This design comes from an exercise in tuning for small area, a short achievable clock period and few clock cycles per item on the open sky130 flow, not from production work. Only simulation tests tie the RTL to the original design; equivalence was not proved. Power and IR drop assume default switching activity.

== P ==
==> flow/design.v <==
module gsc_preds (
    input  wire [63:0] w,
    output wire [6:0]  p
);
    wire [7:0] rz, ro;    
    wire [7:0] cz, co;    
    genvar j;
    generate
        for (j = 0; j < 8; j = j + 1) begin : g_rc
            wire [7:0] col = {w[56+j], w[48+j], w[40+j], w[32+j],
                              w[24+j], w[16+j], w[8+j],  w[j]};
            assign rz[j] = ~|w[8*j +: 8];
            assign ro[j] =  &w[8*j +: 8];
            assign cz[j] = ~|col;
            assign co[j] =  &col;
        end
    endgenerate
    function automatic one8(input [7:0] v);
        reg [3:0] a2, m2;
        reg [1:0] a4, m4;
        integer k;
        begin
            for (k = 0; k < 4; k = k + 1) begin
                a2[k] = v[2*k] | v[2*k+1];
                m2[k] = v[2*k] & v[2*k+1];
            end
            for (k = 0; k < 2; k = k + 1) begin
                a4[k] = a2[2*k] | a2[2*k+1];
                m4[k] = m2[2*k] | m2[2*k+1] | (a2[2*k] & a2[2*k+1]);
            end
            one8 = (a4[0] ^ a4[1]) & ~m4[0] & ~m4[1];
        end
    endfunction
    wire rep = &(cz | co);
    assign p[0] = rep & rz[0];
    assign p[1] = rep & ro[0];
    assign p[2] = rep;
    assign p[3] = one8(~rz) & one8(~cz);
    assign p[4] = (&rz[7:1] & ~w[7])  | (&ro[7:1] & w[7]);
    assign p[5] = (&rz[7:2] & ~w[15]) | (&ro[7:2] & w[15]);
    assign p[6] = (&rz[7:4] & ~w[31]) | (&ro[7:4] & w[31]);
endmodule
module gsc_classify (
    input  wire [63:0] w,
    input  wire [63:0] h0,
    input  wire [63:0] h1,
    input  wire [63:0] h2,
    input  wire [63:0] h3,
    output wire [55:0] pm
);
    wire [63:0] d [0:14];
    wire [63:0] p12, p13, p23;
    assign d[0] = w;
    gsc_xor64 u_x1  (.a(w),    .b(h0),  .y(d[1]));
    gsc_xor64 u_x2  (.a(w),    .b(h1),  .y(d[2]));
    gsc_xor64 u_x3  (.a(w),    .b(h2),  .y(d[3]));
    gsc_xor64 u_x4  (.a(w),    .b(h3),  .y(d[4]));
    gsc_xor64 u_p12 (.a(h1),   .b(h2),  .y(p12));
    gsc_xor64 u_p13 (.a(h1),   .b(h3),  .y(p13));
    gsc_xor64 u_p23 (.a(h2),   .b(h3),  .y(p23));
    gsc_xor64 u_x5  (.a(d[1]), .b(h1),  .y(d[5]));     
    gsc_xor64 u_x6  (.a(d[1]), .b(h2),  .y(d[6]));     
    gsc_xor64 u_x7  (.a(d[1]), .b(h3),  .y(d[7]));     
    gsc_xor64 u_x8  (.a(d[2]), .b(h2),  .y(d[8]));     
    gsc_xor64 u_x9  (.a(d[2]), .b(h3),  .y(d[9]));     
    gsc_xor64 u_x10 (.a(d[3]), .b(h3),  .y(d[10]));    
    gsc_xor64 u_x11 (.a(d[1]), .b(p12), .y(d[11]));    
    gsc_xor64 u_x12 (.a(d[1]), .b(p13), .y(d[12]));    
    gsc_xor64 u_x13 (.a(d[1]), .b(p23), .y(d[13]));    
    gsc_xor64 u_x14 (.a(d[2]), .b(p23), .y(d[14]));    
    wire [6:0] p [0:14];
    genvar g;
    generate
        for (g = 0; g < 15; g = g + 1) begin : g_pred
            gsc_preds u_preds (.w(d[g]), .p(p[g]));
        end
    endgenerate
    assign pm[ 6: 0] = p[0];
    assign pm[13: 7] = p[1]  | p[2];
    assign pm[20:14] = p[3]  | p[4];
    assign pm[27:21] = p[5]  | p[6];
    assign pm[34:28] = p[7]  | p[8];
    assign pm[41:35] = p[9]  | p[10];
    assign pm[48:42] = p[11] | p[12];
    assign pm[55:49] = p[13] | p[14];
endmodule
module gsc_xor64 (
    input  wire [63:0] a,
    input  wire [63:0] b,
    output wire [63:0] y
);
    assign y = a ^ b;
endmodule
module gsc_rdmux (
    input  wire [3:0]  pick,
    input  wire        set,
    input  wire [63:0] e0,
    input  wire [63:0] e1,
    input  wire [63:0] e2,
    input  wire [63:0] e3,
    output wire [63:0] y
);
    assign y = ({64{pick[0]}} & e0) | ({64{pick[1]}} & e1) |
               ({64{pick[2]}} & e2) | ({64{pick[3]}} & e3) | {64{set}};
endmodule
module gsc_select (
    input  wire [55:0] pm,
    output reg  [4:0]  id,
    output reg  [6:0]  cost
);
    wire [6:0] lv0 = pm[6:0];
    wire [6:0] lv1 = pm[13:7]  | pm[20:14];
    wire [6:0] lv2 = pm[27:21] | pm[34:28] | pm[41:35];
    wire [6:0] lv3 = pm[48:42] | pm[55:49];
    wire [27:0] match;
    genvar g;
    generate
        for (g = 0; g < 7; g = g + 1) begin : g_match
            assign match[4*g + 0] = lv0[g];
            assign match[4*g + 1] = lv1[g];
            assign match[4*g + 2] = lv2[g];
            assign match[4*g + 3] = lv3[g];
        end
    endgenerate
    localparam [139:0] CAT_IDS = {
        5'd27, 5'd26, 5'd25, 5'd24, 5'd23, 5'd22, 5'd21, 5'd20,
        5'd19, 5'd11, 5'd18, 5'd15, 5'd10, 5'd17, 5'd14, 5'd9,
        5'd13, 5'd16, 5'd8,  5'd7,  5'd12, 5'd3,  5'd6,  5'd2,
        5'd5,  5'd1,  5'd4,  5'd0 };
    localparam [48:0] DATA_SIZE = {
        7'd35, 7'd19, 7'd11, 7'd9, 7'd11, 7'd3, 7'd2 };
    integer c;
    reg [4:0] pid;
    always @(*) begin
        id   = 5'd31;
        cost = 7'd65;
        for (c = 27; c >= 0; c = c - 1) begin
            pid = CAT_IDS[5*c +: 5];
            if (match[pid]) begin
                id   = pid;
                cost = DATA_SIZE[7*pid[4:2] +: 7] + {4'd0, pid[1:0], 1'b0};
            end
        end
    end
endmodule
module gsc_compressor (
    input  wire        clk,
    input  wire        rst,         
    input  wire        in_valid,
    output wire        in_ready,
    input  wire [1:0]  in_sid,
    input  wire [63:0] in_word,
    output reg         out_valid,
    output reg  [4:0]  out_id,      
    output reg  [6:0]  out_cost,
    output reg         out_last,    
    output reg  [10:0] out_total    
);
    assign in_ready = 1'b1;
    reg [63:0] win [0:15];          
    reg [1:0]  ptr [0:3];           
    reg [3:0]  full;                
    reg        v1;
    reg [63:0] w1;
    reg [3:0]  sel1;                
    always @(posedge clk) begin
        v1   <= in_valid && !rst;
        w1   <= in_word;
        sel1 <= 4'b0001 << in_sid;
    end
    wire [3:0] vld [0:3];
    wire [15:0] we;                 
    genvar gs, gk;
    generate
        for (gs = 0; gs < 4; gs = gs + 1) begin : g_st
            assign vld[gs] = {4{full[gs]}} |
                             {1'b0, &ptr[gs], ptr[gs][1], |ptr[gs]};
            for (gk = 0; gk < 4; gk = gk + 1) begin : g_we
                assign we[4*gs + gk] = v1 && sel1[gs] && ptr[gs] == gk;
            end
            always @(posedge clk) begin
                if (rst) begin
                    ptr[gs]  <= 2'd0;
                    full[gs] <= 1'b0;
                end else if (v1 && sel1[gs]) begin
                    ptr[gs] <= ptr[gs] + 2'd1;
                    if (&ptr[gs])
                        full[gs] <= 1'b1;
                end
            end
        end
        for (gs = 0; gs < 16; gs = gs + 1) begin : g_w
            always @(posedge clk)
                if (we[gs])
                    win[gs] <= w1;
        end
    endgenerate
    wire [63:0] h [0:3];
    generate
        for (gk = 0; gk < 4; gk = gk + 1) begin : g_rd
            wire [3:0] pick = sel1 & {vld[3][gk], vld[2][gk], vld[1][gk], vld[0][gk]};
            gsc_rdmux u_rd (
                .pick(pick), .set(gk == 0 ? ~|pick : 1'b0),
                .e0(win[gk]), .e1(win[4 + gk]), .e2(win[8 + gk]), .e3(win[12 + gk]),
                .y(h[gk])
            );
        end
    endgenerate
    reg        v2;
    reg [63:0] w2;
    reg [63:0] h2 [0:3];
    always @(posedge clk) begin
        v2    <= v1 && !rst;
        w2    <= w1;
        h2[0] <= h[0];
        h2[1] <= h[1];
        h2[2] <= h[2];
        h2[3] <= h[3];
    end
    wire [55:0] pm2;
    gsc_classify u_classify (
        .w(w2), .h0(h2[0]), .h1(h2[1]), .h2(h2[2]), .h3(h2[3]), .pm(pm2)
    );
    reg        v3;
    reg [55:0] pm3;
    always @(posedge clk) begin
        v3  <= v2 && !rst;
        pm3 <= pm2;
    end
    wire [4:0] sel_id;
    wire [6:0] sel_cost;
    gsc_select u_select (.pm(pm3), .id(sel_id), .cost(sel_cost));
    reg  [3:0]  word_cnt;
    wire [10:0] sum = (word_cnt == 4'd0 ? 11'd0 : out_total) + {4'd0, sel_cost};
    always @(posedge clk) begin
        if (rst) begin
            out_valid <= 1'b0;
            word_cnt  <= 4'd0;
        end else begin
            out_valid <= v3;
            if (v3)
                word_cnt <= word_cnt + 4'd1;
        end
    end
    always @(posedge clk) begin
        out_id   <= sel_id;
        out_cost <= sel_cost;
        out_last <= (word_cnt == 4'd15);
        if (v3)
            out_total <= sum;
    end
endmodule
export LEC_CHECK = 0
export CAP_MARGIN = 30
export CORE_MARGIN = 2
export CORE_UTILIZATION = 50
export PLACE_DENSITY = 0.65
export SLEW_MARGIN = 30
export SYNTH_HIERARCHICAL = 1
create_clock -name core_clock -period 10.0 [get_ports {clk}]
standard.sh (not shown) runs the stock make flow with config.mk's settings and CLKGATE_MAP_FILE= SYNTH_SCRIPT=/design/flow/synth_recipe.tcl, a recipe that flattens the netlist after the stock synthesis.
==> flow/flow/run.sh <==
#!/bin/bash
set -euo pipefail
MARGIN=6.7
CTS="-sink_clustering_enable -repair_clock_nets -dont_use_dummy_load"
PORTS="-buffer_cell sky130_fd_sc_hd__buf_2"
bash standard.sh SETUP_SLACK_MARGIN=$MARGIN "CTS_ARGS=$CTS" "BUFFER_PORTS_ARGS=$PORTS" finish > standard_finish.log 2>&1
P: flow completed, timing, DRC and antenna clean
Testbench counts of P, summed over its fixed seeds: cycles 32,800, items 32,768.
Relative to P, the following input files were edited for Q:
--- a/flow/flow/run.sh
+++ b/flow/flow/run.sh
@@ -3,2 +3,2 @@
-MARGIN=6.7
-CTS="-sink_clustering_enable -repair_clock_nets -dont_use_dummy_load"
+MARGIN=7.0
+CTS="-sink_clustering_enable -repair_clock_nets -dont_use_dummy_load -sink_clustering_size 20 -sink_clustering_max_diameter 100"
Findings:
- Going from P to Q, the sequential share of cell area was found to have gone down by 2.0 points.
- Higher wire length on met1 was reported by P, not Q.
- Critical path launch point = out_valid: Q; critical path launch point = h2[2][41]: P
- Q: done, clean on timing, DRC and antenna
- Summary of Q over P: critical path depth down 8, clock-buffer cell count now sits lower.
- Looking only at clock share of power, and setting everything else aside, the lower value of P and Q goes to Q.
- In the final design statistics, Q uses more standard cells in total than P.
- On via density per instance, Q tracks P almost exactly.
- Q does better than P on maximum achievable frequency.

==> what the ideal ports hide <==
In the flow no input, the clock included, has a driving cell. The finished layouts below were timed again as built, in two steps. Step 1 sets driving cells, clkbuf_16 on the clock port and buf_2 on the other inputs (assumed; they add their load-dependent delay and slew). Step 2 times the ports against the registers' clock, not the clock port: input delays grow and output delays shrink by t, the midpoint of the rising clock arrivals with the driver on. Slacks: ideal ports / drivers / drivers and shift; pairs: ideal ports / drivers.
run | t (ns) | slack for setup (ns) | cell pins on the clock port's net
P | 0.842 | 6.586 / 6.586 / 6.586 | 1
Q | 0.810 | 6.731 / 6.644 / 6.738 | 1
After both steps every run listed still meets setup and hold.
